This is an optimization exercise on Yosys and OpenROAD, whose aim is small area, not a production implementation.
Only simulation tests tie the RTL to the original design; equivalence was not proved.
No activity file was given, so power comes from the tool's default toggle rates.

$ cat flow/flow/run.sh
#!/bin/bash
# Standard ORFS layout, with the port buffers made from the smallest buffer
# cell and a clock tree without dummy loads.
set -euo pipefail
export BUFFER_PORTS_ARGS="-buffer_cell sky130_fd_sc_hd__buf_1"
export CTS_ARGS="-sink_clustering_enable -repair_clock_nets -dont_use_dummy_load -sink_clustering_size 8 -sink_clustering_max_diameter 40 -buf_list sky130_fd_sc_hd__clkbuf_4"
bash standard.sh > standard.log 2>&1
$ cat flow/design.v
module ota_core (
    input  wire        clk,
    input  wire        rst,
    input  wire        cmd_valid,
    output wire        cmd_ready,
    input  wire [2:0]  cmd_op,
    input  wire [31:0] cmd_arg,
    input  wire        in_valid,
    output wire        in_ready,
    input  wire [7:0]  in_data,
    output wire        rsp_valid,
    output wire [31:0] rsp_data,
    output wire        out_valid,
    output wire [7:0]  out_data,
    output wire        dict_we,
    output wire [10:0] dict_waddr,
    output wire [7:0]  dict_wdata,
    output wire [10:0] dict_raddr,
    input  wire [7:0]  dict_rdata
);
    localparam [31:0] MAGIC_DEFAULT = 32'h45535033;
    localparam [2:0] OP_CFG_MAGIC = 3'd1;
    localparam [2:0] OP_START     = 3'd2;
    localparam [2:0] OP_POLL      = 3'd3;
    localparam [2:0] OP_PROGRESS  = 3'd4;
    localparam [2:0] OP_VERIFY    = 3'd5;
    localparam [2:0] OP_RELEASE   = 3'd6;
    localparam [2:0] ST_IDLE   = 3'd0;
    localparam [2:0] ST_HEADER = 3'd1;
    localparam [2:0] ST_FILE   = 3'd2;
    localparam [2:0] ST_DONE   = 3'd3;    
    localparam [2:0] ST_MAGIC  = 3'd4;
    localparam [2:0] ST_ELEN   = 3'd5;    
    localparam [2:0] ST_EDL    = 3'd6;    
    localparam [2:0] SQ_RINIT = 3'd0;     
    localparam [2:0] SQ_CMD   = 3'd1;     
    localparam [2:0] SQ_EXEC  = 3'd2;     
    localparam [2:0] SQ_VCMP  = 3'd3;     
    localparam [2:0] SQ_INIT  = 3'd4;     
    localparam [2:0] SQ_POLL  = 3'd5;     
    localparam [2:0] SQ_PEND  = 3'd6;     
    localparam [2:0] SQ_RSP   = 3'd7;     
    localparam [2:0] R_ZERO = 3'd0;
    localparam [2:0] R_ONE  = 3'd1;
    localparam [2:0] R_CFG  = 3'd2;       
    localparam [2:0] R_M8   = 3'd3;
    localparam [2:0] R_M9   = 3'd4;
    localparam [2:0] R_M10  = 3'd5;
    localparam [2:0] R_M11  = 3'd6;
    localparam [2:0] R_WR   = 3'd7;
    localparam [1:0] T_FLAG = 2'd0;
    localparam [1:0] T_COL  = 2'd1;
    localparam [1:0] T_CPW  = 2'd2;
    localparam [1:0] T_CPY  = 2'd3;
    reg [4:0]  ph;
    reg [2:0]  sq;
    reg [2:0]  st;
    reg [2:0]  rk;
    reg [31:0] L, D, M, H, C, W;
    reg        db;           
    reg        wc;           
    reg        zacc;         
    reg        bq;           
    reg        neg;          
    reg [1:0]  c2;           
    reg        wrapf;        
    reg        len_bad;
    reg        mag_bad;
    reg [10:0] wcur;
    reg [14:0] tok;
    reg        tt;           
    reg [1:0]  ts;
    reg [3:0]  bcnt;         
    reg        lemit;        
    wire ph0  = (ph == 5'd0);
    wire ph31 = (ph == 5'd31);
    wire active = (st == ST_HEADER) || (st == ST_FILE) || (st == ST_DONE);
    assign cmd_ready = (sq == SQ_CMD || sq == SQ_RSP) && ph31;
    assign rsp_valid = (sq == SQ_RSP) && ph0;
    wire   cmd_fire  = cmd_valid && cmd_ready;
    wire bact = (sq == SQ_POLL) && in_valid && (ph0 || bq);
    assign in_ready = bact && ph31;
    wire bit_l = in_data[ph[2:0]];               
    wire hd   = bact && (st == ST_HEADER);
    wire fd   = bact && (st == ST_FILE);
    wire [4:0] hv  = {tt, tok[3:0]};             
    wire [4:0] hv_n = hv - 5'd1;
    wire win  = (ph[4:3] == ~hv[1:0]);
    wire h_len = hv[4];                          
    wire h_crc = (hv[4:2] == 3'b011);            
    wire h_mag = (hv[4:2] == 3'b010);            
    wire h_cov = !hv[4] && !(hv[3] && hv[2]);    
    wire h_end = (hv == 5'd0);                   
    wire init    = (sq == SQ_INIT);
    wire cpy     = (ts == T_CPY);
    wire emit    = lemit || cpy;
    wire init_hi = (wcur[10:4] == 7'h7F) || (wcur[10:4] == 7'h7E && wcur[3:0] == 4'hF);
    assign dict_we    = init || emit;
    assign dict_waddr = wcur;
    assign dict_raddr = tok[14:4];
    assign dict_wdata = cpy  ? dict_rdata :
                        init ? {2'b00, ~init_hi, 5'b00000} : tok[7:0];
    assign out_valid  = emit;
    assign out_data   = dict_wdata;
    wire wcur_2030 = (wcur == 11'd2030);
    wire ws   = wcur[ph[3:0]];
    wire wk   = (ph == 5'd0) || (ph == 5'd4);
    wire wci  = ph0 ? 1'b0 : wc;
    wire wsum = ws ^ wk ^ wci;
    wire wlo_c = (ws & wk) | (ws & wci) | (wk & wci);
    reg rbit;
    always @* begin
        case (rk)
        R_ZERO: rbit = 1'b0;
        R_ONE:  rbit = ph0;
        R_CFG:  rbit = ph0;
        R_M8:   rbit = (ph >= 5'd3);
        R_M9:   rbit = (ph != 5'd3);
        R_M10:  rbit = (ph != 5'd0) && (ph != 5'd3);
        R_M11:  rbit = (ph != 5'd1) && (ph != 5'd3);
        default: rbit = (ph < 5'd11) ? wsum : W[0];
        endcase
    end
    function [2:0] st_res(input [2:0] s);
        case (s)
        ST_HEADER, ST_FILE: st_res = R_ZERO;
        ST_DONE:  st_res = R_ONE;
        ST_MAGIC: st_res = R_M9;
        ST_ELEN:  st_res = R_M8;
        default:  st_res = R_M11;
        endcase
    endfunction
    wire zin   = ph0 ? 1'b0 : zacc;
    wire l_dec = L[0] ^ ~zin;
    wire dk   = fd ? ph0 :
                h_end ? ((ph == 5'd2) || (ph == 5'd4)) :
                (ph == 5'd3);
    wire dbi  = ph0 ? 1'b0 : db;
    wire d_sub = D[0] ^ dk ^ dbi;
    wire dbo  = (~D[0] & (dk | dbi)) | (dk & dbi);
    wire dwr  = fd || (hd && h_end);
    wire wcarry = (ph == 5'd11) ? wrapf : wc;
    wire w_inc  = W[0] ^ wcarry;
    reg c_tap;
    always @* begin
        case (c2)
        2'd0: c_tap = C[0];
        2'd1: c_tap = C[8];
        2'd2: c_tap = C[16];
        default: c_tap = C[24];
        endcase
    end
    wire crc_rd = fd || (hd && h_cov);
    wire crc_en = crc_rd && (ph[4:3] == c2);
    wire crc_fb = C[0] ^ bit_l;
    wire crc_g  = crc_en & crc_fb;
    localparam [31:0] POLY = 32'hEDB88320;
    wire vmis = ~(c_tap ^ H[0]);                 
    wire       pbit  = in_data[~bcnt[2:0]];     
    wire       parse = fd && !bcnt[3] && (ts == T_FLAG || ts == T_COL);
    wire [2:0] st_pend = (st != ST_FILE) ? st :
                         neg             ? ST_EDL :
                         !(zacc | D[0])  ? ST_DONE : ST_FILE;
    always @(posedge clk) begin
        L <= {L[0], L[31:1]};
        D <= {D[0], D[31:1]};
        M <= {M[0], M[31:1]};
        H <= {H[0], H[31:1]};
        W <= {W[0], W[31:1]};
        C <= {C[0], C[31:1]} ^ ({32{crc_g}} & {1'b0, POLY[30:0]}) ^ {crc_en & bit_l, 31'd0};
        if (rst) begin
            ph        <= 5'd0;
            sq        <= SQ_RINIT;
            st        <= ST_IDLE;
            ts        <= T_FLAG;
            lemit     <= 1'b0;
            wrapf     <= 1'b0;
            L[31]     <= 1'b0;
        end else begin
            ph        <= ph + 5'd1;
            lemit     <= 1'b0;
            case (sq)
            SQ_RINIT, SQ_CMD, SQ_RSP: L[31] <= 1'b0;
            SQ_POLL:          L[31] <= bact ? l_dec : L[0];
            SQ_EXEC:          L[31] <= rbit;
            default: ;
            endcase
            if (cmd_fire)
                L <= {1'b0, L[31:1]} | cmd_arg;    
            if (sq == SQ_RINIT)
                M[31] <= MAGIC_DEFAULT[ph];
            else if (sq == SQ_EXEC && rk == R_CFG)
                M[31] <= L[0];
            if (init)
                D[31] <= L[0];
            else if (dwr)
                D[31] <= d_sub;
            db <= dbo;
            if (init)
                W[31] <= 1'b0;
            else if (ph >= 5'd11)
                W[31] <= w_inc;
            if (ph < 5'd11)
                wc <= wlo_c;
            else
                wc <= wcarry & W[0];
            if (init)
                C[31] <= 1'b1;
            if (hd && h_crc && win)
                H[31] <= bit_l;
            case (sq)
            SQ_POLL: zacc <= zin | L[0];
            SQ_PEND: zacc <= zin | D[0];
            default: zacc <= zin | vmis;
            endcase
            if (hd && h_len) begin
                if (win && (d_sub != bit_l))
                    len_bad <= 1'b1;
                if (ph31 && hv[1:0] == 2'd0 && dbo)
                    len_bad <= 1'b1;
            end
            if (hd && h_mag && win && (M[0] != bit_l))
                mag_bad <= 1'b1;
            if (crc_rd && ph31)
                c2 <= c2 + 2'd1;
            if (ph == 5'd11)
                wrapf <= emit && wcur_2030;
            else if (emit && wcur_2030)
                wrapf <= 1'b1;
            if (dict_we)
                wcur <= wcur + 11'd1;
            if (ph31)
                bcnt <= 4'd0;
            else if (parse)
                bcnt <= bcnt + 4'd1;
            case (ts)
            T_FLAG: if (parse) begin
                tt  <= pbit;
                tok <= 15'd1;
                ts  <= T_COL;
            end
            T_COL: if (parse) begin
                tok <= {tok[13:0], pbit};
                if (tt ? tok[7] : tok[14]) begin
                    if (tt) begin
                        lemit <= 1'b1;
                        ts    <= T_FLAG;
                    end else begin
                        ts    <= T_CPW;
                    end
                end
            end
            T_CPW: begin
                tok[14:4] <= tok[14:4] + 11'd1;
                ts <= T_CPY;
            end
            default: begin
                tok[14:4] <= tok[14:4] + 11'd1;
                {tt, tok[3:0]} <= hv_n;
                if (hv == 5'b11111)
                    ts <= T_FLAG;
            end
            endcase
            if (hd && ph31)
                {tt, tok[3:0]} <= hv_n;
            if (sq == SQ_POLL && ph0)
                bq <= in_valid;
            case (sq)
            SQ_RINIT: if (ph31) sq <= SQ_CMD;
            SQ_CMD, SQ_RSP: if (cmd_fire) begin
                sq <= SQ_EXEC;
                rk <= R_M11;
                case (cmd_op)
                OP_CFG_MAGIC: if (!active) rk <= R_CFG;
                OP_START: if (!active) begin
                    sq      <= SQ_INIT;
                    st      <= ST_HEADER;
                    wcur    <= 11'd2031;
                    ts      <= T_FLAG;
                    {tt, tok[3:0]} <= 5'd19;
                    len_bad <= 1'b0;
                    mag_bad <= 1'b0;
                    neg     <= 1'b0;
                    c2      <= 2'd0;
                    wrapf   <= 1'b0;
                end
                OP_POLL: sq <= SQ_POLL;
                OP_PROGRESS: rk <= active ? R_WR : st_res(st);
                OP_VERIFY: begin
                    if (st == ST_DONE)
                        sq <= SQ_VCMP;
                    else if (!active)
                        rk <= st_res(st);
                end
                OP_RELEASE: begin
                    rk <= R_ONE;
                    st <= ST_IDLE;
                end
                default: ;
                endcase
            end
            SQ_EXEC: if (ph31) sq <= SQ_RSP;
            SQ_VCMP: if (ph31) begin
                sq <= SQ_EXEC;
                rk <= (zacc | vmis) ? R_M10 : R_ONE;
            end
            SQ_INIT: if (ph31 && wcur_2030) sq <= SQ_RSP;
            SQ_POLL: if (ph31) begin
                if (hd && h_end) begin
                    neg <= dbo;
                    st  <= len_bad ? ST_ELEN : mag_bad ? ST_MAGIC : ST_FILE;
                end
                if (fd && dbo)
                    neg <= 1'b1;
                if (!(zacc | L[0]))
                    sq <= SQ_PEND;
            end
            SQ_PEND: if (ph31) begin
                sq <= SQ_EXEC;
                st <= st_pend;
                rk <= st_res(st_pend);
            end
            default: if (ph31) sq <= SQ_CMD;    
            endcase
        end
    end
    assign rsp_data = L;
endmodule
$ cat flow/config.mk
export PLATFORM = sky130hd
export DESIGN_NAME = ota_core
export DESIGN_NICKNAME = ota_core
export VERILOG_FILES = /design/flow/design.v
export SDC_FILE = /design/flow/constraint.sdc
export NUM_CORES = 4
export LEC_CHECK = 0
export CAP_MARGIN = 20
export CORE_MARGIN = 2
export CORE_UTILIZATION = 65
export SLEW_MARGIN = 20
$ cat flow/standard.sh
#!/bin/bash
# synth_recipe.tcl (not shown) runs the flow's synth.tcl, then flattens the netlist and writes it again
# the make line also repeats each setting of config.mk as NAME=value (left out here)
make -C /OpenROAD-flow-scripts/flow DESIGN_CONFIG=/design/flow/config.mk WORK_HOME=/design/flow/orfs CLKGATE_MAP_FILE= SYNTH_SCRIPT=/design/flow/synth_recipe.tcl "${@:-finish}"
$ cat flow/constraint.sdc
create_clock -name core_clock -period 10.0 [get_ports {clk}]
set_input_delay 2.0000 -clock core_clock [delete_from_list [all_inputs] [get_ports {clk}]]
set_output_delay 2.0000 -clock core_clock [all_outputs]
set_load 0.01 [all_outputs]
==> run_results.csv, run 1 <==
group,metric,value,unit
synthesis,synth-edff-count,43,
synthesis,synth.avg_cell_area,11.5,um^2
synthesis,ys_top_cells_by_area,"dfxtp_1 (45%), edfxtp_1 (14%), a21o_1 (3.4%)",
power,ir_drop,0.193,mV
setup_path,startpoint_type,"input port",
sta,fmax,194,MHz
synthesis,yosysSeqAreaShare,59.4,%
global_route,grt-ovfl-total,0,
cts,cts_made_buffers,38,
power,power,1600,uW
synthesis,syn_nets,874,
drt,vias,6412,
layout,multi_input_area,3410,um^2
synthesis,async_flop_share,0,%
setup_path,endpoint_kind,"output port",
synthesis,synth-simple-area-share,11.9,%
cts,cts_setup_buffers,0,
layout,fin_nets,998,
setup_path,setup.worst_path.class,"in2out",
floorplan,core,13800,um^2
global_route,grt_max_degree,33,
setup_path,worstPathRequired,8.00,ns
cts,clk_pin_slew,0.08,ns
cts,cts_tree,"done",
power,pwr-share-clk,29.1,%
layout,layout_commonest_cell,"dfxtp_1",
synthesis,synth_cells,796,
cts,htreeDepth,2,
sta,setup_viol,0,
place,placement.cell_area,9660,um^2
layout,final_cell_area,9950,um^2
sta,whs,0.296,ns
sta,max_slew.worst_pin.slew,1.13,ns
layout,diodes,0,
power,internal_power,1250,uW
setup_path,crit_chain,"buf_1 -> and4b_1 -> o21a_1 -> and2_1 -> buf_1",
synthesis,synth_compound_area_share,14.4,%
cts,clock-sinks,250,
setup_path,path_buf_inv,2,
cts,clk_path_buf_depth,3,
sta,maxSlewHeadroom,24.5,%
cts,clk_latency,0.59,ns
synthesis,ys_types,78,
sta,drv_slew,0,
drt,drc,0,
global_route,first_global_vias,6055,
power,seqPwrFrac,66.2,%
drt,vias_per_cell,5.84,
sta,finalHoldViolCount,0,
layout,area_delta_synth_final,8.70,%
sta,min_period_over_period,51.5,%
floorplan,io-pin-count,130,
cts,hold_buffers,0,
power,switching_share,21.7,%
layout,fillers,1001,
synthesis,ys_ff_latch,250,
setup_path,max_stage_delay,0.37,ns
setup_path,critPathMaxFanout,6,
layout,final_cell_mix,"dfxtp_1 (207), buf_1 (129), nand2_1 (62)",
power,combPwrFrac,4.7,%
floorplan,die_w,123,um
synthesis,ys_warn_count,1,
synthesis,synth_xor_area_share,3.83,%
floorplan,dieArea,15100,um^2
synthesis,synthAdderAreaFrac,3.31,%
synthesis,synthMuxAreaShare,3.70,%
synthesis,yosysTopAreaCellShare,45.3,%
global_route,grt_antenna_before_repair,0,
place,io_buffers,129,
layout,final-seq-area,5440,um^2
global_route,grt_pass1_wl,29500,um
drt,ant_nets,0,
power,p_sw,347,uW
drt,first_iter_violations,532,
sta,finalCriticalPeriod,5.15,ns
power,power.density,161,nW/um^2
layout,finish.utilization,72.0,%
worst_hold_path,worst_hold_path_type,"reg2reg",
drt,drt_wl_total,18800,um
drt,wl_per_cell,17.1,um
setup_path,cp_slowest_cell,"and4b_1",
drt,drt-pass1-iter-count,5,
status,outcome,"timing/DRC/antenna clean",
setup_path,cp.arrival,3.15,ns
sta,fin_skew,0.0671,ns
setup_path,crit_path_frequent_cell,"buf_1",
floorplan,die_y,123,um
synthesis,synth_top_family_by_area,"compound AO/OA/AOI/OAI gates",
synthesis,synth.largest_area_cell,"dfxtp_1",
setup_path,crit_family,"simple AND/OR/NAND/NOR gates",
global_route,gr-usage-all-layers,24.8,%
sta,rsz0062_at_grt,"no",
place,routabilityCongestion,0.930,
power,p_leak,0.00405,uW
layout,layout-drive-gt1-share,8.17,%
synthesis,ys.flop_type,"dfxtp_1",
cts,root_buffer,"clkbuf_4",
synthesis,syn_area,9160,um^2
floorplan,rows,43,
cts,cts_resized,0,
floorplan,start_util,66.2,%
job,drv_cap,0,
place,hpwlAfterDp,12700,um
sta,finalSetupTns,0,ns
==> final timing paths <==
kind,slack (ns),cells after the start,from,endpoint
setup / recovery,4.85,5,in_valid,in_ready
hold / removal,0.30,0,C[12],C[11]
setup reg to reg,6.35,8,ph[0],tok[3]
hold reg to reg,0.30,0,C[12],C[11]
==> per-stage QoR <==
step / worst slack [ns] / std cells
floorplan: 5.26 / 796
global placement: 4.96 / 1060
detailed placement: 4.91 / 1060
CTS: 4.90 / 1098
global route: 4.81 / 1098
finish: 4.85 / 1098
==> registers in the layout, summed over array words and instances (netlist names), 3 cells and up <==
register,flops
C,32
D,32
H,32
L,32
M,32
W,32
tok,15
wcur,11
ph,5
bcnt,4
rk,3
sq,3
st,3
==> synth_stat cells, types with 6 or more instances <==
| cell | instances |
|---|---|
| dfxtp_1 | 207 |
| nand2_1 | 62 |
| edfxtp_1 | 43 |
| a21o_1 | 41 |
| o21ai_0 | 41 |
| clkbuf_1 | 33 |
| xnor2_1 | 30 |
| nor2_1 | 28 |
| a21oi_1 | 26 |
| ha_1 | 21 |
| nand3_1 | 20 |
| inv_1 | 18 |
| nor3_1 | 14 |
| and3_1 | 13 |
| nor2b_1 | 11 |
| o211ai_1 | 10 |
| xor2_1 | 10 |
| buf_4 | 9 |
| mux2_2 | 9 |
| and2_1 | 8 |
| mux2i_1 | 8 |
| nand2b_1 | 8 |
| a31oi_1 | 7 |
| mux4_2 | 6 |
==> cell families (layout without fill, tap and decap cells) <==
group	count (synthesis)	count (layout)
AO/OA/AOI/OAI	186	186
XOR/XNOR	40	40
adder cells (fa/ha/maj)	23	23
buffers and inverters	69	191
flip-flops	250	250
multiplexers	24	24
AND/OR/NAND/NOR	204	204
==> final cells by class <==
class / count / share of cell area [%]
Clock buffer: 38 / 2.87
Inverter: 19 / 0.717
Multi-Input combinational cell: 477 / 34.3
Sequential cell: 250 / 54.6
Tap cell: 180 / 2.26
Timing Repair Buffer: 134 / 5.24
==> per-layer routing <==
| metal | up-vias | track usage (%) | part of all wire [%] |
|---|---|---|---|
| met1 | 3056 | 34.4 | 44 |
| met5 | - | 0 | 0 |
| met2 | 249 | 38.8 | 47 |
| li1 | 3071 | - | - |
| met3 | 36 | 4.93 | 7.0 |
| met4 | 0 | 8.84 | 2.0 |
==> power groups by stage <==
| stage | Sequential (uW) | Combinational, uW | Clock (uW) |
|---|---|---|---|
| 2_1_floorplan | 1070 | 56.1 | 0 |
| 3_3_place_gp | 1080 | 72.1 | 0 |
| 3_5_place_dp | 1080 | 74.2 | 0 |
| 4_1_cts | 1060 | 75.0 | 484 |
| 5_1_grt | 1060 | 82.9 | 520 |
| 6_report | 1060 | 75.4 | 465 |
==> run 2: changes to the inputs <==
==> flow/flow/run.sh (replaced) <==
#!/bin/bash
# Standard ORFS layout, with the port buffers made from the smallest buffer
# cell and a clock tree without dummy loads.
set -euo pipefail
export BUFFER_PORTS_ARGS="-buffer_cell sky130_fd_sc_hd__buf_1"
export CTS_ARGS="-sink_clustering_enable -repair_clock_nets -dont_use_dummy_load -sink_clustering_size 9 -sink_clustering_max_diameter 45 -buf_list sky130_fd_sc_hd__clkbuf_4"
bash standard.sh > standard.log 2>&1
==> run 2 against run 1 <==
Clock-buffer cell count shrank 2; die area is the same; clock skew grew 0.017 ns; synthesized cell count is the same; fmax grew 0.53%; sequential cell count is the same; hold slack gained 0.0022 ns; non-clock buffer count is the same; still clean; largest cell class unchanged; combinational power is essentially flat; sequential share of layout area grew 0.083 points.
==> run_results.csv, run 2 <==
group,metric,value,unit
floorplan,die_w,123,um
cts,hold_buffers,0,
drt,vias,6356,
sta,finalCriticalPeriod,5.12,ns
sta,setup_viol,0,
setup_path,endpoint_kind,"output port",
layout,layout_commonest_cell,"dfxtp_1",
global_route,grt-ovfl-total,0,
floorplan,dieArea,15100,um^2
setup_path,setup.worst_path.class,"in2out",
global_route,grt_antenna_before_repair,0,
synthesis,ys_top_cells_by_area,"dfxtp_1 (45%), edfxtp_1 (14%), a21o_1 (3.4%)",
place,routabilityCongestion,0.930,
synthesis,async_flop_share,0,%
synthesis,synth.most_common_cell,"dfxtp_1",
global_route,grt_max_degree,33,
cts,clk_latency,0.61,ns
global_route,first_global_vias,6063,
power,ir_drop,0.154,mV
drt,drt-pass1-iter-count,7,
synthesis,synthTopCellsByCount,"dfxtp_1 (207), nand2_1 (62), edfxtp_1 (43), a21o_1 (41), o21ai_0 (41)",
synthesis,syn_area,9160,um^2
cts,htreeDepth,2,
floorplan,io-pin-count,130,
sta,maxSlewHeadroom,29.3,%
setup_path,endpoint,"in_ready",
worst_hold_path,worst_hold_path_type,"reg2reg",
synthesis,synth-edff-count,43,
drt,ant_nets,0,
global_route,gr-usage-all-layers,24.8,%
status,outcome,"timing/DRC/antenna clean",
cts,root_buffer,"clkbuf_4",
drt,drc,0,
cts,clk_pin_slew,0.08,ns
cts,cts_resized,0,
layout,layout-drive-gt1-share,7.97,%
layout,fin_nets,996,
sta,min_period_over_period,51.2,%
synthesis,yosysSeqAreaShare,59.4,%
layout,diodes,0,
place,io_buffers,129,
synthesis,ys_ff_latch,250,
layout,fillers,1019,
drt,wl_per_cell,17.2,um
synthesis,ys_warn_count,1,
cts,cts_made_buffers,36,
setup_path,worstReg2RegEnd,"tok[3]",
setup_path,startpoint_type,"input port",
layout,final-seq-area,5440,um^2
sta,finalHoldViolCount,0,
layout,multi_input_area,3410,um^2
sta,drv_slew,0,
synthesis,synth.avg_cell_area,11.5,um^2
cts,cts_tree,"done",
setup_path,crit_path_start,"in_valid",
setup_path,cp.arrival,3.12,ns
floorplan,start_util,66.2,%
sta,fin_skew,0.0840,ns
global_route,grt_pass1_wl,29600,um
floorplan,core,13800,um^2
floorplan,rows,43,
floorplan,die_y,123,um
place,hpwlAfterDp,12700,um
power,p_leak,0.00404,uW
sta,rsz0062_at_grt,"no",
drt,first_iter_violations,581,
setup_path,critPathMaxFanout,6,
layout,area_delta_synth_final,8.54,%
synthesis,synth_cells,796,
sta,max_slew.worst_pin.slew,1.06,ns
cts,clk_path_buf_depth,3,
setup_path,r2r_cells,8,
layout,final_cell_mix,"dfxtp_1 (207), buf_1 (129), nand2_1 (62)",
sta,finalSetupTns,0,ns
setup_path,reg2reg_slack,6.34,ns
drt,vias_per_cell,5.80,
sta,fmax,195,MHz
job,drv_cap,0,
drt,drt_wl_total,18800,um
setup_path,r2r_start,"ph[0]",
power,power.density,160,nW/um^2
cts,clock-sinks,250,
synthesis,syn_nets,874,
setup_path,worstPathRequired,8.00,ns
synthesis,yosysTopAreaCellShare,45.3,%
synthesis,ys.flop_type,"dfxtp_1",
worst_hold_path,worstHoldStart,"D[23]",
synthesis,synth.largest_area_cell,"dfxtp_1",
layout,finish.utilization,71.9,%
synthesis,ys_types,78,
cts,cts_setup_buffers,0,
## run 2: final cells by class
type                            instances  area share, %
Tap cell                              180           2.27
Sequential cell                       250           54.7
Clock buffer                           36           2.72
Inverter                               19          0.718
Timing Repair Buffer                  134           5.25
Multi-Input combinational cell        477           34.4
## run 2: power breakdown
part	internal (uW)	switching, uW	leakage [uW]
logic	35.0	40.4	0.00179
registers	1040	17.8	0.00209
clock network	167	289	0.000166
total	1240	347	0.00404
## run 2: worst min path at each step
stage | end | slack, ns | cells after the start
3_5_place_dp | W[15] | 0.31 | 0
5_1_grt | W[22] | 0.30 | 0
2_1_floorplan | C[0] | 0.31 | 0
6_report | D[22] | 0.30 | 0
4_1_cts | D[22] | 0.30 | 0
3_3_place_gp | D[2] | 0.31 | 0
## run 2: kinds of logic (layout without fill, tap and decap cells)
group                    Yosys count  in the layout  synth area share, %
flip-flops                       250            250                 59.4
AND/OR/NAND/NOR                  204            204                 11.9
AO/OA/AOI/OAI                    186            186                 14.4
buffers and inverters             69            189                 3.43
XOR/XNOR                          40             40                 3.83
multiplexers                      24             24                 3.70
adder cells (fa/ha/maj)           23             23                 3.31
## run 2: layer usage
metal | track usage (%) | wire length [um]
met5 | 0 | 0
met4 | 8.69 | 396
met3 | 5.34 | 1300
met2 | 39.0 | 8770
met1 | 34.2 | 8370
## run 2: critical path, cell delays in order
cell and delay [ns]:
buf_1 0.13, and4b_1 0.37, o21a_1 0.25, and2_1 0.20, buf_1 0.16
## run 2: per-stage QoR
stage                     std cells  hold slack, ns  instance area, um^2  total power, uW  worst slack [ns]
after floorplan                 796           0.310                 9160             1130              5.26
after global placement         1060           0.310                 9660             1150              4.96
after detailed placement       1060           0.312                 9660             1160              4.91
after CTS                      1096           0.300                 9930             1610              4.90
after global routing           1096           0.301                 9940             1660              4.81
final                          1096           0.298                 9940             1590              4.88
==> run 3: changes to the inputs <==
==> flow/flow/run.sh (replaced) <==
#!/bin/bash
# Standard ORFS layout, with the port buffers made from the smallest buffer
# cell and a clock tree without dummy loads.
set -euo pipefail
export BUFFER_PORTS_ARGS="-buffer_cell sky130_fd_sc_hd__buf_1"
export CTS_ARGS="-sink_clustering_enable -repair_clock_nets -dont_use_dummy_load -sink_clustering_size 16 -sink_clustering_max_diameter 60 -buf_list sky130_fd_sc_hd__clkbuf_8"
bash standard.sh > standard.log 2>&1
==> run 3 against run 2 <==
Clock power is 2% lower; hold slack better by 0.024 ns; register-to-register slack worse by 0.02 ns; routed wire length is 0.71% lower; critical path depth stayed put; cell count is 1.6% lower; global-route usage is 0.62 points lower.
==> run_results.csv, run 3 <==
group,metric,value,unit
floorplan,core,13800,um^2
global_route,grt_antenna_before_repair,0,
synthesis,syn_area,9160,um^2
power,power.density,160,nW/um^2
synthesis,syn_nets,874,
cts,hold_buffers,0,
synthesis,synth.avg_cell_area,11.5,um^2
synthesis,synth.largest_area_cell,"dfxtp_1",
synthesis,synthTopCellsByCount,"dfxtp_1 (207), nand2_1 (62), edfxtp_1 (43), a21o_1 (41), o21ai_0 (41)",
cts,htreeDepth,1,
drt,first_iter_violations,545,
synthesis,ys_top_cells_by_area,"dfxtp_1 (45%), edfxtp_1 (14%), a21o_1 (3.4%)",
layout,layout-drive-gt1-share,6.23,%
synthesis,ys.flop_type,"dfxtp_1",
global_route,grt_max_degree,33,
synthesis,ys_ff_latch,250,
drt,wl_per_cell,17.3,um
layout,diodes,0,
synthesis,synth_cells,796,
setup_path,startpoint_type,"input port",
setup_path,worstPathRequired,8.00,ns
drt,drt-pass1-iter-count,5,
status,outcome,"timing/DRC/antenna clean",
sta,finalHoldViolCount,0,
synthesis,yosysSeqAreaShare,59.4,%
floorplan,start_util,66.2,%
place,hpwlAfterDp,12700,um
cts,root_buffer,"clkbuf_8",
floorplan,die_w,123,um
layout,area_delta_synth_final,8.44,%
drt,drt_wl_total,18700,um
floorplan,dieArea,15100,um^2
synthesis,yosysTopAreaCellShare,45.3,%
sta,fin_skew,0.0377,ns
drt,ant_nets,0,
cts,clk_pin_slew,0.09,ns
cts,clk_latency,0.51,ns
layout,fin_nets,979,
cts,cts_resized,0,
synthesis,synth.most_common_cell,"dfxtp_1",
global_route,gr-usage-all-layers,24.2,%
sta,finalCriticalPeriod,5.12,ns
power,power,1580,uW
sta,drv_slew,0,
drt,vias,6281,
sta,min_period_over_period,51.2,%
sta,setup_viol,0,
job,drv_cap,0,
drt,drc,0,
synthesis,synth-edff-count,43,
power,p_leak,0.00401,uW
sta,max_slew.worst_pin.slew,1.07,ns
cts,clock-sinks,250,
global_route,grt_pass1_wl,29000,um
drt,vias_per_cell,5.82,
sta,fmax,195,MHz
floorplan,io-pin-count,130,
power,ir_drop,0.187,mV
layout,layout_commonest_cell,"dfxtp_1",
worst_hold_path,worst_hold_path_type,"reg2reg",
setup_path,critPathMaxFanout,6,
global_route,first_global_vias,5854,
global_route,grt-ovfl-total,0,
floorplan,die_y,123,um
sta,maxSlewHeadroom,28.8,%
cts,cts_setup_buffers,0,
cts,clk_path_buf_depth,3,
synthesis,async_flop_share,0,%
place,io_buffers,129,
sta,finalSetupTns,0,ns
synthesis,ys_types,78,
synthesis,ys_warn_count,1,
setup_path,endpoint_kind,"output port",
layout,final_cell_mix,"dfxtp_1 (207), buf_1 (129), nand2_1 (62)",
floorplan,rows,43,
sta,rsz0062_at_grt,"no",
cts,cts_tree,"done",
setup_path,cp.arrival,3.12,ns
cts,cts_made_buffers,19,
setup_path,setup.worst_path.class,"in2out",
place,routabilityCongestion,0.930,
## run 3: cell counts after synthesis
No cell type changed its count.
## run 3: final timing paths
check | start | end | slack [ns] | depth (start not counted)
worst max-delay path | in_valid | in_ready | 4.88 | 5
worst min-delay path | C[4] | C[3] | 0.32 | 0
worst max register to register | ph[0] | tok[3] | 6.32 | 8
worst min register to register | C[4] | C[3] | 0.32 | 0
## run 3: where the power goes
part	total, uW	internal [uW]	switching (uW)
combinational	75.6	35.0	40.5
sequential	1060	1040	17.7
clock	449	171	278
total	1580	1250	336
## run 3: critical path, stage by stage
cell and delay, ns:
buf_1 0.13, and4b_1 0.37, o21a_1 0.24, and2_1 0.21
buf_1 0.17
## run 3: cell families after synthesis
logic type / after synthesis / synth area share [%]
fa+ha+maj: 23 / 3.31
mux: 24 / 3.70
buf+inv: 69 / 3.43
simple gates: 204 / 11.9
xor+xnor: 40 / 3.83
flops: 250 / 59.4
compound gates: 186 / 14.4
## run 3: per-layer routing
layer	up-vias	global-route usage [%]	share of wire (%)
met1	3006	34.1	46
li1	3021	-	-
met3	27	4.32	6.3
met4	0	6.61	1.6
met2	227	38.7	46
met5	-	0	0
## run 3: final cells by class
| class | count | area [um^2] |
|---|---|---|
| Sequential cell | 250 | 5440 |
| Fill cell | 1016 | 3900 |
| Multi-Input combinational cell | 477 | 3410 |
| Timing Repair Buffer | 134 | 522 |
| Clock buffer | 19 | 262 |
| Tap cell | 180 | 225 |
| Inverter | 19 | 71.3 |
## run 3: stage by stage
step	worst slack, ns	instance area (um^2)	cells	util, %	hold WS [ns]
3_5_place_dp	4.91	9660	1060	69.9	0.312
5_1_grt	4.81	9930	1079	71.8	0.328
2_1_floorplan	5.26	9160	796	-	0.310
4_1_cts	4.90	9920	1079	71.8	0.326
6_report	4.88	9930	1079	71.8	0.322
3_3_place_gp	4.96	9660	1060	69.9	0.310
==> run 4: changes to the inputs <==
==> flow/flow/run.sh (replaced) <==
#!/bin/bash
# Standard ORFS layout, with the port buffers made from the smallest buffer
# cell and a clock tree without dummy loads.
set -euo pipefail
export BUFFER_PORTS_ARGS="-buffer_cell sky130_fd_sc_hd__buf_1"
export CTS_ARGS="-sink_clustering_enable -repair_clock_nets -dont_use_dummy_load -sink_clustering_size 10 -sink_clustering_max_diameter 45 -buf_list sky130_fd_sc_hd__clkbuf_4"
bash standard.sh > standard.log 2>&1
--- a/flow/config.mk
+++ b/flow/config.mk
@@ -9,3 +9,3 @@
 export CORE_MARGIN = 2
-export CORE_UTILIZATION = 65
+export CORE_UTILIZATION = 70
 export SLEW_MARGIN = 20
==> run 4 against run 3 <==
Largest cell class unchanged; critical path type unchanged; critical endpoint unchanged; non-clock buffer count unchanged; combinational power up 2.6%; core utilization up 6.2 points; highest routed layer unchanged.
==> run_results.csv, run 4 <==
group,metric,value,unit
sta,setup_viol,0,
synthesis,syn_area,9160,um^2
synthesis,yosysTopAreaCellShare,45.3,%
setup_path,max_stage_delay,0.37,ns
power,seqPwrFrac,67.6,%
setup_path,endpoint_kind,"output port",
setup_path,cp.arrival,3.16,ns
floorplan,core,12700,um^2
setup_path,reg2reg_slack,6.30,ns
global_route,grt-ovfl-total,0,
floorplan,start_util,72.3,%
drt,met3_wirelength,1640,um
layout,final-seq-area,5440,um^2
synthesis,syn_nets,874,
sta,finalSetupTns,0,ns
drt,vias_per_cell,6.11,
setup_path,path_buf_inv,2,
floorplan,dieArea,14000,um^2
place,hpwlAfterDp,13700,um
place,io_buffers,129,
drt,drc,0,
setup_path,crit_family,"simple AND/OR/NAND/NOR gates",
status,outcome,"timing/DRC/antenna clean",
place,routabilityCongestion,0.978,
floorplan,die_y,118,um
drt,top_layer,"met4",
layout,fillers,798,
drt,m1WireLength,8450,um
drt,ant_nets,0,
sta,rsz0062_at_grt,"no",
power,ir_drop,0.171,mV
synthesis,synth.avg_cell_area,11.5,um^2
drt,met2_length,9960,um
layout,layout-drive-gt1-share,7.37,%
drt,wl_per_cell,19.0,um
global_route,gr-usage-all-layers,29.3,%
setup_path,crit_path_frequent_cell,"buf_1",
floorplan,io-pin-count,130,
setup_path,worstPathRequired,8.00,ns
cts,clk_pin_slew,0.10,ns
setup_path,crit_chain,"buf_1 -> and4b_1 -> o21a_1 -> and2_1 -> buf_1",
cts,cts_setup_buffers,0,
power,pwr-share-clk,27.4,%
global_route,grt_pass1_wl,33100,um
synthesis,synth.largest_area_cell,"dfxtp_1",
layout,finish.utilization,78.0,%
sta,finalCriticalPeriod,5.16,ns
cts,clock-sinks,250,
synthesis,async_flop_share,0,%
drt,drt-pass1-iter-count,5,
setup_path,critPathMaxFanout,6,
layout,final_cell_area,9880,um^2
layout,diodes,0,
cts,cts_tree,"done",
place,placement.cell_area,9650,um^2
synthesis,ys_types,78,
power,internal_power,1210,uW
synthesis,ys_ff_latch,250,
synthesis,synthTopCellsByCount,"dfxtp_1 (207), nand2_1 (62), edfxtp_1 (43), a21o_1 (41), o21ai_0 (41)",
synthesis,synth-edff-count,43,
sta,finalHoldViolCount,0,
global_route,grt_max_degree,32,
worst_hold_path,worst_hold_path_type,"reg2reg",
cts,root_buffer,"clkbuf_4",
power,p_sw,358,uW
layout,final_cell_mix,"dfxtp_1 (207), buf_1 (129), nand2_1 (62)",
global_route,grt_antenna_before_repair,0,
floorplan,die_w,118,um
setup_path,cp_slowest_cell,"and4b_1",
layout,fin_nets,989,
setup_path,setup.worst_path.class,"in2out",
floorplan,rows,41,
drt,drt_wl_total,20600,um
sta,maxSlewHeadroom,46.3,%
layout,area_delta_synth_final,7.90,%
drt,first_iter_violations,816,
sta,drv_slew,0,
synthesis,ys.flop_type,"dfxtp_1",
global_route,first_global_vias,6450,
synthesis,yosysSeqAreaShare,59.4,%
cts,cts_resized,0,
cts,htreeDepth,1,
job,drv_cap,0,
cts,cts_made_buffers,29,
drt,vias,6607,
synthesis,synth.most_common_cell,"dfxtp_1",
sta,min_period_over_period,51.6,%
cts,hold_buffers,0,
power,p_leak,0.00401,uW
layout,layout_commonest_cell,"dfxtp_1",
layout,multi_input_area,3420,um^2
sta,max_slew.worst_pin.slew,0.803,ns
synthesis,synth_cells,796,
setup_path,startpoint_type,"input port",
cts,clk_path_buf_depth,3,
power,switching_share,22.8,%
synthesis,ys_warn_count,1,
cts,clk_latency,0.66,ns
sta,fmax,194,MHz
synthesis,ys_top_cells_by_area,"dfxtp_1 (45%), edfxtp_1 (14%), a21o_1 (3.4%)",
power,combPwrFrac,4.9,%
power,power.density,159,nW/um^2
sta,fin_skew,0.0323,ns
[run 4: cell counts after synthesis]
Identical to the previous run, type by type.
[run 4: path summary, 6_finish.rpt]
path	endpoint	startpoint	cells past startpoint
max	in_ready	in_valid	5
min	W[8]	W[9]	0
max reg2reg	tok[3]	ph[0]	8
min reg2reg	W[8]	W[9]	0
[run 4: metrics by stage]
| step | instances | setup slack, ns | hold WS [ns] | total power, uW |
|---|---|---|---|---|
| 6_report | 1081 | 4.84 | 0.297 | 1570 |
| 5_1_grt | 1081 | 4.77 | 0.304 | 1620 |
| 3_5_place_dp | 1052 | 4.89 | 0.312 | 1160 |
| 3_3_place_gp | 1052 | 4.96 | 0.310 | 1150 |
| 2_1_floorplan | 796 | 5.26 | 0.310 | 1130 |
| 4_1_cts | 1081 | 4.85 | 0.302 | 1580 |
[run 4: power by group through the flow]
stage          clock network, uW  logic [uW]  registers, uW
3_5_place_dp                   0        75.8           1080
4_1_cts                      439        76.3           1060
2_1_floorplan                  0        56.1           1070
3_3_place_gp                   0        72.3           1080
5_1_grt                      473        83.8           1060
6_report                     430        77.6           1060
[run 4: worst reg2reg max path, stage by stage (launching register included)]
cell and delay (ns):
dfxtp_1 0.78, ha_1 0.41, and3_1 0.20, ha_1 0.55, nor4bb_1 0.48, o211ai_2 0.21, a2111oi_4 0.45, a311oi_1 0.11
a2111oi_2 0.34
[run 4: cell type report]
class | count | share of cell area [%]
Timing Repair Buffer | 134 | 5.28
Tap cell | 172 | 2.18
Sequential cell | 250 | 55.0
Multi-Input combinational cell | 477 | 34.6
Clock buffer | 29 | 2.20
Inverter | 19 | 0.722
[run 4: routing by layer]
| layer | GRT usage [%] | vias up |
|---|---|---|
| li1 | - | 3063 |
| met1 | 39.5 | 3137 |
| met2 | 48.2 | 359 |
| met3 | 5.16 | 48 |
| met4 | 9.82 | 0 |
| met5 | 0 | - |
[run 4: cell families (layout without fill, tap and decap cells)]
family / Yosys count / in the layout / share of synthesized area (%)
muxes: 24 / 24 / 3.70
buffers and inverters: 69 / 182 / 3.43
and+or+nand+nor: 204 / 204 / 11.9
DFF: 250 / 250 / 59.4
xor gates and xnor gates: 40 / 40 / 3.83
AOI/OAI and AO/OA: 186 / 186 / 14.4
adders and majority gates: 23 / 23 / 3.31
==> run 5: changes to the inputs <==
--- a/flow/config.mk
+++ b/flow/config.mk
@@ -9,3 +9,3 @@
 export CORE_MARGIN = 2
-export CORE_UTILIZATION = 70
+export CORE_UTILIZATION = 65
 export SLEW_MARGIN = 20
==> run 5 against run 4 <==
Critical path depth unchanged; hold slack better by 0.0080 ns; clock skew up 0.018 ns; combinational power down 2.7%; worst setup slack better by 0.048 ns; power down 0.55%; clock-buffer cell count up 2; register-to-register slack better by 0.04 ns; largest cell class unchanged; largest power group unchanged.
==> run_results.csv, run 5 <==
group,metric,value,unit
power,power,1560,uW
layout,finalNonFillerCells,1091,
layout,layout_commonest_cell,"dfxtp_1",
cts,clock-sinks,250,
synthesis,ys_top_cells_by_area,"dfxtp_1 (45%), edfxtp_1 (14%), a21o_1 (3.4%)",
drt,drt-pass1-iter-count,5,
sta,fin_skew,0.0498,ns
synthesis,synth.avg_cell_area,11.5,um^2
sta,drv_slew,0,
setup_path,worstPathRequired,8.00,ns
cts,cts_resized,0,
sta,finalSetupTns,0,ns
sta,whs,0.305,ns
drt,vias_per_cell,5.84,
job,drv_cap,0,
drt,first_iter_violations,613,
layout,final_cell_mix,"dfxtp_1 (207), buf_1 (129), nand2_1 (62)",
synthesis,async_flop_share,0,%
drt,drc,0,
cts,htreeDepth,1,
cts,clk_path_buf_depth,3,
status,outcome,"timing/DRC/antenna clean",
cts,cts_tree,"done",
global_route,grt_max_degree,33,
global_route,grt_antenna_before_repair,0,
layout,final-seq-area,5440,um^2
place,io_buffers,129,
sta,maxSlewHeadroom,28.5,%
place,routabilityCongestion,0.930,
synthesis,ys_ff_latch,250,
synthesis,synth-edff-count,43,
drt,vias,6371,
drt,ant_nets,0,
drt,drt_wl_total,18800,um
synthesis,synthTopCellsByCount,"dfxtp_1 (207), nand2_1 (62), edfxtp_1 (43), a21o_1 (41), o21ai_0 (41)",
global_route,gr-usage-all-layers,24.4,%
sta,rsz0062_at_grt,"no",
synthesis,synth.most_common_cell,"dfxtp_1",
place,hpwlAfterDp,12700,um
synthesis,synth_cells,796,
layout,area_delta_synth_final,8.13,%
sta,finalHoldViolCount,0,
floorplan,rows,43,
synthesis,syn_area,9160,um^2
drt,wl_per_cell,17.2,um
setup_path,critPathMaxFanout,6,
synthesis,yosysSeqAreaShare,59.4,%
layout,diodes,0,
synthesis,ys.flop_type,"dfxtp_1",
floorplan,io-pin-count,130,
cts,clk_pin_slew,0.10,ns
layout,fillers,1023,
setup_path,startpoint_type,"input port",
layout,layout-drive-gt1-share,7.46,%
cts,cts_made_buffers,31,
setup_path,setup.worst_path.class,"in2out",
synthesis,syn_nets,874,
setup_path,cp.arrival,3.11,ns
floorplan,start_util,66.2,%
sta,setup_viol,0,
cts,clk_latency,0.64,ns
worst_hold_path,worst_hold_path_type,"reg2reg",
global_route,grt-ovfl-total,0,
sta,fmax,196,MHz
cts,hold_buffers,0,
cts,root_buffer,"clkbuf_4",
synthesis,ys_warn_count,1,
layout,fin_nets,991,
sta,min_period_over_period,51.1,%
cts,cts_setup_buffers,0,
floorplan,core,13800,um^2
sta,max_slew.worst_pin.slew,1.07,ns
synthesis,yosysTopAreaCellShare,45.3,%
sta,finalCriticalPeriod,5.11,ns
floorplan,die_w,123,um
power,power.density,158,nW/um^2
floorplan,dieArea,15100,um^2
layout,multi_input_area,3410,um^2
power,ir_drop,0.163,mV
place,dp_cells,1060,
power,p_leak,0.00402,uW
synthesis,synth.largest_area_cell,"dfxtp_1",
global_route,first_global_vias,5970,
global_route,grt_pass1_wl,29400,um
floorplan,die_y,123,um
setup_path,endpoint_kind,"output port",
synthesis,ys_types,78,
[run 5: cell types whose count changed in the layout (fill, tap and decap cells not counted)]
cell      previous run  this run
a21oi_1             25        26
clkbuf_4            29        31
a21oi_2              1         0
[run 5: per-stage QoR]
stage	worst slack, ns	cell area (um^2)	utilization (%)
4_1_cts	4.90	9900	71.6
3_3_place_gp	4.96	9660	69.9
2_1_floorplan	5.26	9160	-
6_report	4.89	9900	71.6
5_1_grt	4.81	9900	71.6
3_5_place_dp	4.91	9660	69.9
[run 5: per-layer routing]
metal	GRT usage [%]	up-vias	wire length (um)
met5	0	-	0
met4	7.40	0	356
met3	4.37	35	1280
met2	38.9	235	8720
met1	34.3	3055	8430
li1	-	3046	-
[run 5: cell families after synthesis]
| logic type | Yosys count | share of synthesized area, % |
|---|---|---|
| xor gates and xnor gates | 40 | 3.83 |
| DFF | 250 | 59.4 |
| muxes | 24 | 3.70 |
| adders and majority gates | 23 | 3.31 |
| and+or+nand+nor | 204 | 11.9 |
| AOI/OAI and AO/OA | 186 | 14.4 |
| buffers and inverters | 69 | 3.43 |
[run 5: cell type report]
class	count	area share [%]
Sequential cell	250	54.9
Multi-Input combinational cell	477	34.5
Timing Repair Buffer	134	5.27
Clock buffer	31	2.35
Tap cell	180	2.27
Inverter	19	0.720
[run 5: worst max-delay path, stage by stage]
cell	delay [ns]
buf_1	0.13
and4b_1	0.37
o21a_1	0.24
and2_1	0.20
buf_1	0.17
[run 5: final timing paths]
path             from        to  slack (ns)  depth (start not counted)
min             W[17]     W[16]        0.30                          0
max          in_valid  in_ready        4.89                          5
max reg2reg     ph[0]    tok[3]        6.34                          8
min reg2reg     W[17]     W[16]        0.30                          0
[run 5: where the power goes]
| part | switching (uW) | total [uW] | internal (uW) |
|---|---|---|---|
| combinational | 40.4 | 75.5 | 35.1 |
| clock | 283 | 425 | 142 |
| sequential | 17.7 | 1060 | 1040 |
==> run 6: changes to the inputs <==
--- a/flow/design.v
+++ b/flow/design.v
@@ -72,3 +72,4 @@
     reg [1:0]  ts;
-    reg [3:0]  bcnt;         
+    reg        stp;          
+    reg [2:0]  pj;
     reg        lemit;        
@@ -158,4 +159,6 @@
     wire vmis = ~(c_tap ^ H[0]);                 
-    wire       pbit  = in_data[~bcnt[2:0]];     
-    wire       parse = fd && !bcnt[3] && (ts == T_FLAG || ts == T_COL);
+    wire       pbit  = in_data[~ph[2:0]];
+    wire       parse = fd && (ts == T_FLAG || ts == T_COL) &&
+                       ((ph[4:3] == 2'd0 && !stp) ||
+                        (ph[4:3] == 2'd3 && stp && ph[2:0] > pj));
     wire [2:0] st_pend = (st != ST_FILE) ? st :
@@ -232,5 +235,3 @@
             if (ph31)
-                bcnt <= 4'd0;
-            else if (parse)
-                bcnt <= bcnt + 4'd1;
+                stp <= 1'b0;
             case (ts)
@@ -249,2 +250,4 @@
                         ts    <= T_CPW;
+                        stp   <= 1'b1;
+                        pj    <= ph[2:0];
                     end
--- a/flow/config.mk
+++ b/flow/config.mk
@@ -9,3 +9,3 @@
 export CORE_MARGIN = 2
-export CORE_UTILIZATION = 65
+export CORE_UTILIZATION = 60
 export SLEW_MARGIN = 20
==> run 6 against run 5 <==
First-iteration DRC count fell by 26%; register-to-register slack improved by 0.10 ns; die area rose by 7.8%; cell count rose by 3.9%; global-route usage fell by 1.8 points; via count rose by 0.58%; clock skew rose by 0.030 ns; synthesized area fell by 0.26%; routed wire length fell by 3.1%; combinational power rose to 3.0 times the previous value; critical endpoint is now out_data[5]; largest cell class unchanged; highest routed layer is now met5.
==> run_results.csv, run 6 <==
group,metric,value,unit
synthesis,synth.most_common_cell,"dfxtp_1",
cts,clock-sinks,250,
cts,root_buffer,"clkbuf_4",
setup_path,crit_path_start,"sq[2]",
setup_path,max_stage_delay,0.69,ns
setup_path,startpoint_type,"flop",
cts,cts_tree,"done",
power,seqPwrFrac,61.4,%
setup_path,worstPathRequired,8.00,ns
sta,finalCriticalPeriod,4.90,ns
power,power.density,183,nW/um^2
synthesis,ys_warn_count,1,
power,combPwrFrac,12.6,%
setup_path,cp_slowest_cell,"dfxtp_1",
cts,cts_resized,0,
layout,fillers,1222,
cts,clk_latency,0.64,ns
floorplan,die_y,127,um
setup_path,r2r_start,"ph[0]",
setup_path,worstReg2RegEnd,"len_bad",
drt,vias,6408,
layout,finish.utilization,66.0,%
layout,final_cell_mix,"dfxtp_1 (207), buf_1 (129), nand2_1 (74)",
power,p_sw,485,uW
synthesis,yosysTopAreaCellShare,45.4,%
global_route,grt_max_degree,32,
sta,maxSlewHeadroom,36.8,%
worst_hold_path,holdPathEnd,"M[0]",
global_route,grt-ovfl-total,0,
drt,ant_nets,0,
drt,met2_length,8420,um
drt,drt-pass1-iter-count,5,
layout,multi_input_area,3360,um^2
power,ir_drop,0.136,mV
synthesis,async_flop_share,0,%
sta,fmax,204,MHz
cts,cts_setup_buffers,0,
floorplan,core,15000,um^2
sta,finalHoldViolCount,0,
sta,max_slew.worst_pin.slew,0.949,ns
setup_path,setup.worst_path.class,"reg2out",
layout,finalNonFillerCells,1134,
sta,min_period_over_period,49.0,%
synthesis,synth_cells,828,
cts,htreeDepth,2,
setup_path,endpoint_kind,"output port",
setup_path,critPathMaxFanout,18,
worst_hold_path,holdPathStages,0,
layout,final_cell_area,9920,um^2
drt,first_iter_violations,452,
synthesis,synth.largest_area_cell,"dfxtp_1",
cts,clk_path_buf_depth,3,
synthesis,ys_types,73,
global_route,grt_pass1_wl,29600,um
floorplan,dieArea,16200,um^2
drt,met3_wirelength,1060,um
sta,drv_slew,0,
synthesis,syn_area,9130,um^2
power,power,1820,uW
layout,fin_nets,1027,
drt,top_layer,"met5",
place,hpwlAfterDp,12200,um
floorplan,die_w,127,um
synthesis,synthTopCellsByCount,"dfxtp_1 (207), nand2_1 (74), o21ai_0 (50), edfxtp_1 (43), nor2_1 (42)",
floorplan,start_util,60.7,%
setup_path,path_buf_inv,1,
drt,wl_per_cell,16.1,um
cts,cts_made_buffers,37,
synthesis,ys.flop_type,"dfxtp_1",
cts,clk_pin_slew,0.11,ns
floorplan,rows,45,
setup_path,reg2reg_slack,6.44,ns
sta,setup_viol,0,
status,outcome,"timing/DRC/antenna clean",
layout,area_delta_synth_final,8.62,%
global_route,first_global_vias,5943,
place,routabilityCongestion,0.877,
cts,hold_buffers,0,
worst_hold_path,worstHoldStart,"M[1]",
synthesis,synth.avg_cell_area,11.0,um^2
setup_path,crit_chain,"or3b_1 -> nor2_1 -> a21oi_1 -> o21ai_0 -> buf_1",
sta,finalSetupTns,0,ns
place,io_buffers,129,
layout,layout-drive-gt1-share,6.56,%
place,dp_cells,1096,
drt,vias_per_cell,5.65,
setup_path,r2r_cells,12,
sta,rsz0062_at_grt,"no",
setup_path,crit_family,"simple AND/OR/NAND/NOR gates",
floorplan,io-pin-count,130,
synthesis,ys_ff_latch,250,
power,pwr-share-clk,26.0,%
drt,drt_wl_total,18200,um
power,switching_share,26.6,%
synthesis,yosysSeqAreaShare,59.5,%
worst_hold_path,worst_hold_path_type,"reg2reg",
job,drv_cap,0,
layout,layout_commonest_cell,"dfxtp_1",
synthesis,syn_nets,908,
drt,m1WireLength,8320,um
setup_path,cp.arrival,2.90,ns
power,internal_power,1340,uW
place,placement.cell_area,9630,um^2
global_route,grt_antenna_before_repair,3,
synthesis,ys_top_cells_by_area,"dfxtp_1 (45%), edfxtp_1 (14%), ha_1 (3.2%)",
drt,drc,0,
global_route,gr-usage-all-layers,22.6,%
sta,fin_skew,0.0795,ns
layout,final-seq-area,5440,um^2
power,p_leak,0.00396,uW
synthesis,synth-edff-count,43,
==> run 6: cell count changes in the layout (fill, tap and decap cells not counted), sizes merged, moves of 6 or more <==
cell,previous run,this run
a21o,41,32
nand2,62,74
clkbuf,31,37
nor2,28,42
nor3b,3,9
mux2,9,3
o211ai,11,4
o21ai,42,50
inv,18,28
a21oi,26,36
==> run 6: power by group through the flow <==
| stage | logic, uW | registers (uW) | clock network (uW) |
|---|---|---|---|
| after floorplan | 190 | 1120 | 0 |
| after global placement | 217 | 1140 | 0 |
| after detailed placement | 224 | 1140 | 0 |
| after CTS | 226 | 1120 | 493 |
| after global routing | 255 | 1130 | 534 |
| final | 229 | 1120 | 473 |
==> run 6: kinds of logic (layout without fill, tap and decap cells) <==
kind of cell    Yosys count  in the layout  share of synthesized area (%)
fa+ha+maj                25             25                           3.59
xor+xnor                 44             44                           4.22
flops                   250            250                           59.5
buf+inv                  80            197                           3.92
compound gates          180            180                           13.0
mux                      19             19                           2.71
other cells               0              1                              0
simple gates            230            230                           13.0
==> run 6: area by class of cell <==
class,count,share of cell area [%]
sequential,250,54.8
multi-input combinational,498,33.8
timing repair buffer,132,5.11
clock buffer,37,2.80
tap,188,2.37
inverter,28,1.06
antenna,1,0.0252
==> run 6: routing by layer <==
layer	vias up	GRT usage [%]
met5	-	0
met4	2	8.08
met2	209	35.6
met3	40	5.70
li1	3133	-
met1	3024	30.6
==> run 6: how the worst max path moves through the flow <==
stage	to	slack, ns	cells after the start
after floorplan	in_ready	5.58	3
after global placement	in_ready	5.18	4
after detailed placement	in_ready	5.17	4
after CTS	out_data[5]	5.07	5
after global routing	out_data[5]	4.90	5
final	out_data[5]	5.10	5
==> run 6: metrics by stage <==
stage,worst slack [ns],hold slack (ns)
5_1_grt,4.90,0.293
4_1_cts,5.07,0.299
2_1_floorplan,5.58,0.310
3_5_place_dp,5.17,0.312
3_3_place_gp,5.18,0.310
6_report,5.10,0.305
==> run 7: changes to the inputs <==
--- a/flow/config.mk
+++ b/flow/config.mk
@@ -9,3 +9,4 @@
 export CORE_MARGIN = 2
-export CORE_UTILIZATION = 60
+export CORE_UTILIZATION = 65
+export GPL_TIMING_DRIVEN = 0
 export SLEW_MARGIN = 20
==> run 7 against run 6 <==
Still clean on timing, DRC and antenna; sequential share of layout area fell by 0.86 points; combinational power rose by 19%; clock-buffer cell count fell by 6; global-route usage rose by 3.9 points; clock power fell by 7.6%; register-to-register slack got worse by 0.37 ns; synthesized area did not move; cell count rose by 3.0%; synthesized cell count did not move; core utilization rose by 6.9 points; worst setup slack got worse by 0.27 ns; critical endpoint is now in_ready; largest power group unchanged.
==> run_results.csv, run 7 <==
group,metric,value,unit
status,outcome,"timing/DRC/antenna clean",
global_route,grt_antenna_before_repair,1,
synthesis,ys.flop_type,"dfxtp_1",
drt,first_iter_violations,541,
power,combPwrFrac,15.1,%
power,p_leak,0.00404,uW
cts,root_buffer,"clkbuf_4",
drt,drc,0,
power,switching_share,26.9,%
setup_path,r2r_start,"ph[3]",
floorplan,core,13800,um^2
drt,wl_per_cell,17.0,um
setup_path,critPathMaxFanout,10,
synthesis,ys_types,73,
synthesis,syn_nets,908,
layout,layout-drive-gt1-share,6.89,%
synthesis,synthTopCellsByCount,"dfxtp_1 (207), nand2_1 (74), o21ai_0 (50), edfxtp_1 (43), nor2_1 (42)",
worst_hold_path,worstHoldStart,"M[22]",
setup_path,endpoint_kind,"output port",
cts,clk_pin_slew,0.10,ns
worst_hold_path,worst_hold_path_type,"reg2reg",
job,drv_cap,0,
setup_path,worstPathRequired,8.00,ns
layout,fillers,998,
setup_path,setup.worst_path.class,"reg2out",
synthesis,ys_warn_count,1,
synthesis,synth_cells,828,
layout,final-seq-area,5440,um^2
floorplan,die_w,123,um
global_route,grt_pass1_wl,31400,um
power,ir_drop,0.133,mV
cts,cts_made_buffers,31,
floorplan,start_util,66.0,%
setup_path,max_stage_delay,0.46,ns
synthesis,synth-edff-count,43,
sta,finalHoldViolCount,0,
layout,layout_commonest_cell,"dfxtp_1",
cts,cts_resized,0,
synthesis,ys_top_cells_by_area,"dfxtp_1 (45%), edfxtp_1 (14%), ha_1 (3.2%)",
place,placement.cell_area,9840,um^2
place,io_buffers,128,
floorplan,die_y,123,um
synthesis,syn_area,9130,um^2
sta,maxSlewHeadroom,37.7,%
synthesis,ys_ff_latch,250,
setup_path,crit_chain,"clkbuf_1 -> buf_2 -> inv_1 -> ha_1 -> nor4b_4 -> o211a_1 -> buf_4 -> and2_1 -> buf_1",
cts,clk_latency,0.69,ns
drt,vias,6648,
global_route,first_global_vias,6336,
cts,clk_path_buf_depth,3,
power,pwr-share-clk,24.1,%
power,internal_power,1320,uW
drt,vias_per_cell,5.69,
setup_path,cp_slowest_cell,"nor4b_4",
global_route,grt-ovfl-total,0,
drt,drt-pass1-iter-count,5,
sta,max_slew.worst_pin.slew,0.926,ns
floorplan,io-pin-count,130,
sta,drv_slew,0,
setup_path,crit_path_start,"ph[0]",
sta,finalSetupTns,0,ns
synthesis,synth.largest_area_cell,"dfxtp_1",
cts,clock-sinks,250,
layout,final_cell_area,10100,um^2
layout,final_cell_mix,"dfxtp_1 (207), buf_1 (131), nand2_1 (74)",
sta,fin_skew,0.0904,ns
global_route,gr-usage-all-layers,26.5,%
power,seqPwrFrac,60.8,%
floorplan,rows,43,
place,hpwlAfterDp,14000,um
cts,cts_setup_buffers,0,
global_route,grt_max_degree,30,
power,p_sw,487,uW
sta,rsz0062_at_grt,"no",
sta,setup_viol,0,
synthesis,yosysTopAreaCellShare,45.4,%
layout,multi_input_area,3340,um^2
place,routabilityCongestion,0.888,
drt,ant_nets,0,
sta,fmax,194,MHz
synthesis,yosysSeqAreaShare,59.5,%
drt,drt_wl_total,19800,um
cts,htreeDepth,1,
layout,fin_nets,1069,
setup_path,startpoint_type,"flop",
layout,area_delta_synth_final,10.3,%
synthesis,synth.avg_cell_area,11.0,um^2
cts,cts_tree,"done",
cts,hold_buffers,0,
synthesis,synth.most_common_cell,"dfxtp_1",
sta,finalCriticalPeriod,5.16,ns
setup_path,cp.arrival,3.16,ns
power,power.density,179,nW/um^2
synthesis,async_flop_share,0,%
sta,min_period_over_period,51.6,%
floorplan,dieArea,15000,um^2
run 7: changes by cell type in the layout (fill, tap and decap cells not counted), sizes merged:
cell    before  now
buf        132  147
clkbuf      37   64
run 7: through the flow:
step / hold WS [ns] / instances / utilization (%) / total power, uW / setup WS [ns]
after floorplan: 0.310 / 828 / - / 1310 / 5.58
after global placement: 0.311 / 1136 / 71.2 / 1380 / 5.19
after detailed placement: 0.312 / 1136 / 71.2 / 1390 / 5.17
after CTS: 0.311 / 1167 / 72.8 / 1810 / 4.81
after global routing: 0.301 / 1168 / 72.9 / 1890 / 4.59
final: 0.309 / 1168 / 72.9 / 1810 / 4.84
run 7: worst max-delay path: cells and delay by family, from the launching register on:
kind	cells	cell delay (ns)
AOI/OAI and AO/OA	1	0.20
adders and majority gates	1	0.29
buffers and inverters	5	0.97
DFF	1	0.37
and+or+nand+nor	2	0.64
run 7: final cells by class:
cell class	instances	share of cell area, %
clock buffer	31	2.31
multi-input combinational	498	33.2
sequential	250	53.9
antenna	1	0.0248
timing repair buffer	128	4.77
inverter	28	1.04
buffer	52	2.51
tap	180	2.23
run 7: path summary, 6_finish.rpt:
check	cells after the start	slack, ns	end
setup / recovery	9	4.84	in_ready
hold / removal	0	0.31	M[21]
setup reg to reg	9	6.07	tt
hold reg to reg	0	0.31	M[21]
run 7: power by group through the flow:
stage / combinational, uW / sequential (uW) / clock [uW]
6_report: 273 / 1100 / 437
2_1_floorplan: 190 / 1120 / 0
5_1_grt: 304 / 1100 / 484
4_1_cts: 268 / 1100 / 448
3_3_place_gp: 259 / 1120 / 0
3_5_place_dp: 266 / 1120 / 0
run 7: kinds of logic (layout without fill, tap and decap cells):
family	count (synthesis)	count (layout)	share of synthesized area, %
muxes	19	19	2.71
buffers and inverters	80	239	3.92
DFF	250	250	59.5
and+or+nand+nor	230	230	13.0
AOI/OAI and AO/OA	180	180	13.0
adders and majority gates	25	25	3.59
other	0	1	0
xor gates and xnor gates	44	44	4.22
run 7: layer usage:
layer / share of wire, % / GRT usage [%]
met5: 0 / 0
met4: 2.7 / 10.2
met3: 6.7 / 4.41
met2: 47 / 43.1
met1: 44 / 35.6
==> run 8: changes to the inputs <==
--- a/flow/config.mk
+++ b/flow/config.mk
@@ -10,3 +10,2 @@
 export CORE_UTILIZATION = 65
-export GPL_TIMING_DRIVEN = 0
 export SLEW_MARGIN = 20
==> run 8 against run 7 <==
Sequential cell count did not move; clock power increased by 5.7%; sequential share of layout area rose by 1.0 points; register-to-register slack improved by 0.28 ns; synthesized cell count did not move; sequential power hardly changed; highest routed layer unchanged; critical path type is now in2out; still clean on timing, DRC and antenna; non-clock buffer count down 48; fmax is 5.8% higher; largest power group unchanged; worst setup slack gained 0.28 ns; power about the same; clock skew is 0.019 ns lower; critical endpoint unchanged.
==> run_results.csv, run 8 <==
group,metric,value,unit
status,outcome,"timing/DRC/antenna clean",
setup_path,setup.worst_path.class,"in2out",
drt,first_iter_violations,552,
synthesis,ys_types,73,
floorplan,start_util,66.0,%
synthesis,synthTopCellsByCount,"dfxtp_1 (207), nand2_1 (74), o21ai_0 (50), edfxtp_1 (43), nor2_1 (42)",
global_route,grt_max_degree,32,
cts,clk_latency,0.60,ns
floorplan,dieArea,15000,um^2
synthesis,synth.most_common_cell,"dfxtp_1",
layout,layout_commonest_cell,"dfxtp_1",
sta,maxSlewHeadroom,40.1,%
layout,diodes,0,
cts,clk_path_buf_depth,3,
synthesis,synth.avg_cell_area,11.0,um^2
drt,drt-pass1-iter-count,5,
cts,cts_setup_buffers,0,
sta,finalCriticalPeriod,4.88,ns
sta,fin_skew,0.0710,ns
floorplan,io-pin-count,130,
setup_path,worstPathRequired,8.00,ns
layout,area_delta_synth_final,8.32,%
sta,finalHoldViolCount,0,
synthesis,syn_area,9130,um^2
floorplan,die_w,123,um
power,ir_drop,0.142,mV
sta,min_period_over_period,48.8,%
cts,cts_made_buffers,35,
cts,root_buffer,"clkbuf_4",
synthesis,yosysTopAreaCellShare,45.4,%
layout,fin_nets,1025,
cts,cts_tree,"done",
drt,wl_per_cell,16.7,um
place,hpwlAfterDp,12700,um
drt,ant_nets,0,
place,io_buffers,129,
worst_hold_path,worstHoldStart,"M[12]",
global_route,first_global_vias,6124,
synthesis,synth-edff-count,43,
setup_path,startpoint_type,"input port",
cts,clk_pin_slew,0.10,ns
synthesis,ys.flop_type,"dfxtp_1",
sta,finalSetupTns,0,ns
synthesis,ys_warn_count,1,
synthesis,synth.largest_area_cell,"dfxtp_1",
setup_path,critPathMaxFanout,9,
sta,rsz0062_at_grt,"no",
place,routabilityCongestion,0.872,
drt,vias_per_cell,5.77,
sta,setup_viol,0,
synthesis,async_flop_share,0,%
setup_path,cp.arrival,2.88,ns
setup_path,r2r_start,"ph[0]",
layout,finish.utilization,71.5,%
layout,layout-drive-gt1-share,6.36,%
power,p_leak,0.00395,uW
setup_path,crit_path_start,"in_valid",
cts,cts_resized,0,
cts,hold_buffers,0,
sta,max_slew.worst_pin.slew,0.898,ns
sta,fmax,205,MHz
synthesis,ys_top_cells_by_area,"dfxtp_1 (45%), edfxtp_1 (14%), ha_1 (3.2%)",
drt,vias,6475,
floorplan,core,13800,um^2
job,drv_cap,0,
synthesis,ys_ff_latch,250,
drt,drt_wl_total,18700,um
setup_path,endpoint_kind,"output port",
global_route,grt_antenna_before_repair,0,
worst_hold_path,worst_hold_path_type,"reg2reg",
global_route,grt_pass1_wl,29900,um
drt,drc,0,
cts,htreeDepth,2,
sta,drv_slew,0,
cts,clock-sinks,250,
synthesis,synth_cells,828,
synthesis,yosysSeqAreaShare,59.5,%
synthesis,syn_nets,908,
layout,final_cell_mix,"dfxtp_1 (207), buf_1 (129), nand2_1 (74)",
global_route,gr-usage-all-layers,25.2,%
global_route,grt-ovfl-total,0,
power,power.density,183,nW/um^2
floorplan,rows,43,
floorplan,die_y,123,um
[run 8: area by class of cell]
| class | instances | area (um^2) |
|---|---|---|
| clock buffers | 35 | 263 |
| inverters | 28 | 105 |
| repair buffers | 132 | 507 |
| flip-flops and latches | 250 | 5440 |
| well taps | 180 | 225 |
| fillers | 1038 | 3940 |
| multi-input cells | 498 | 3360 |
[run 8: worst paths after layout]
check | end | slack, ns | cells after the start
setup / recovery | in_ready | 5.12 | 4
hold / removal | M[11] | 0.32 | 0
setup reg to reg | tok[1] | 6.35 | 6
hold reg to reg | M[11] | 0.32 | 0
[run 8: kinds of logic after synthesis]
kind of cell             count (synthesis)  synth area share [%]
AO/OA/AOI/OAI                          180                  13.0
XOR/XNOR                                44                  4.22
adder cells (fa/ha/maj)                 25                  3.59
buffers and inverters                   80                  3.92
flip-flops                             250                  59.5
multiplexers                            19                  2.71
AND/OR/NAND/NOR                        230                  13.0
[run 8: report_power, final]
part | switching (uW) | leakage, uW | internal (uW)
Combinational | 135 | 0.00170 | 93.8
Sequential | 48.2 | 0.00209 | 1070
Clock | 300 | 0.000161 | 162
Total | 483 | 0.00395 | 1330
[run 8: per-stage QoR]
stage	power (uW)	worst slack (ns)	instance area, um^2	hold WS, ns	instances
final	1810	5.12	9890	0.317	1123
after global routing	1900	4.91	9890	0.301	1123
after CTS	1820	5.14	9880	0.303	1123
after detailed placement	1370	5.15	9620	0.312	1088
after global placement	1350	5.18	9620	0.311	1088
after floorplan	1310	5.58	9130	0.310	828
[run 8: per-layer routing]
layer / part of all wire, % / global-route usage, % / vias up / wire [um]
met5: 0 / 0 / - / 0
met4: 2.2 / 8.41 / 0 / 421
met3: 6.5 / 4.79 / 34 / 1210
met2: 46 / 41.2 / 246 / 8680
met1: 45 / 34.0 / 3068 / 8420
li1: - / - / 3127 / -
[run 8: critical path: stages]
cell	delay, ns
buf_1	0.18
o211a_1	0.32
and2_1	0.18
buf_1	0.20

static timing again, ports no longer ideal:
In the flow no input, the clock included, has a driving cell. The finished layouts below were timed again as built, in two steps.
Step 1 assumes that a clkbuf_16 drives the clock port and a buf_2 every other input.
Step 2 times the ports against the registers' clock, not the clock port: input delays grow and output delays shrink by t, the midpoint of the rising clock arrivals with the driver on.
a / b / c = ideal / step 1 / step 2; a / b = the first two.
run	shift t [ns]	setup WS [ns]
run 1	0.594	4.855 / 4.804 / 4.804
run 2	0.601	4.882 / 4.830 / 4.830
run 3	0.527	4.875 / 4.826 / 4.826
run 4	0.671	4.841 / 4.787 / 4.787
run 5	0.652	4.889 / 4.842 / 4.842
run 6	0.634	5.104 / 5.066 / 5.086
run 7	0.679	4.836 / 4.799 / 5.092
run 8	0.603	5.119 / 5.063 / 5.063
After both steps every run listed still meets setup and hold.
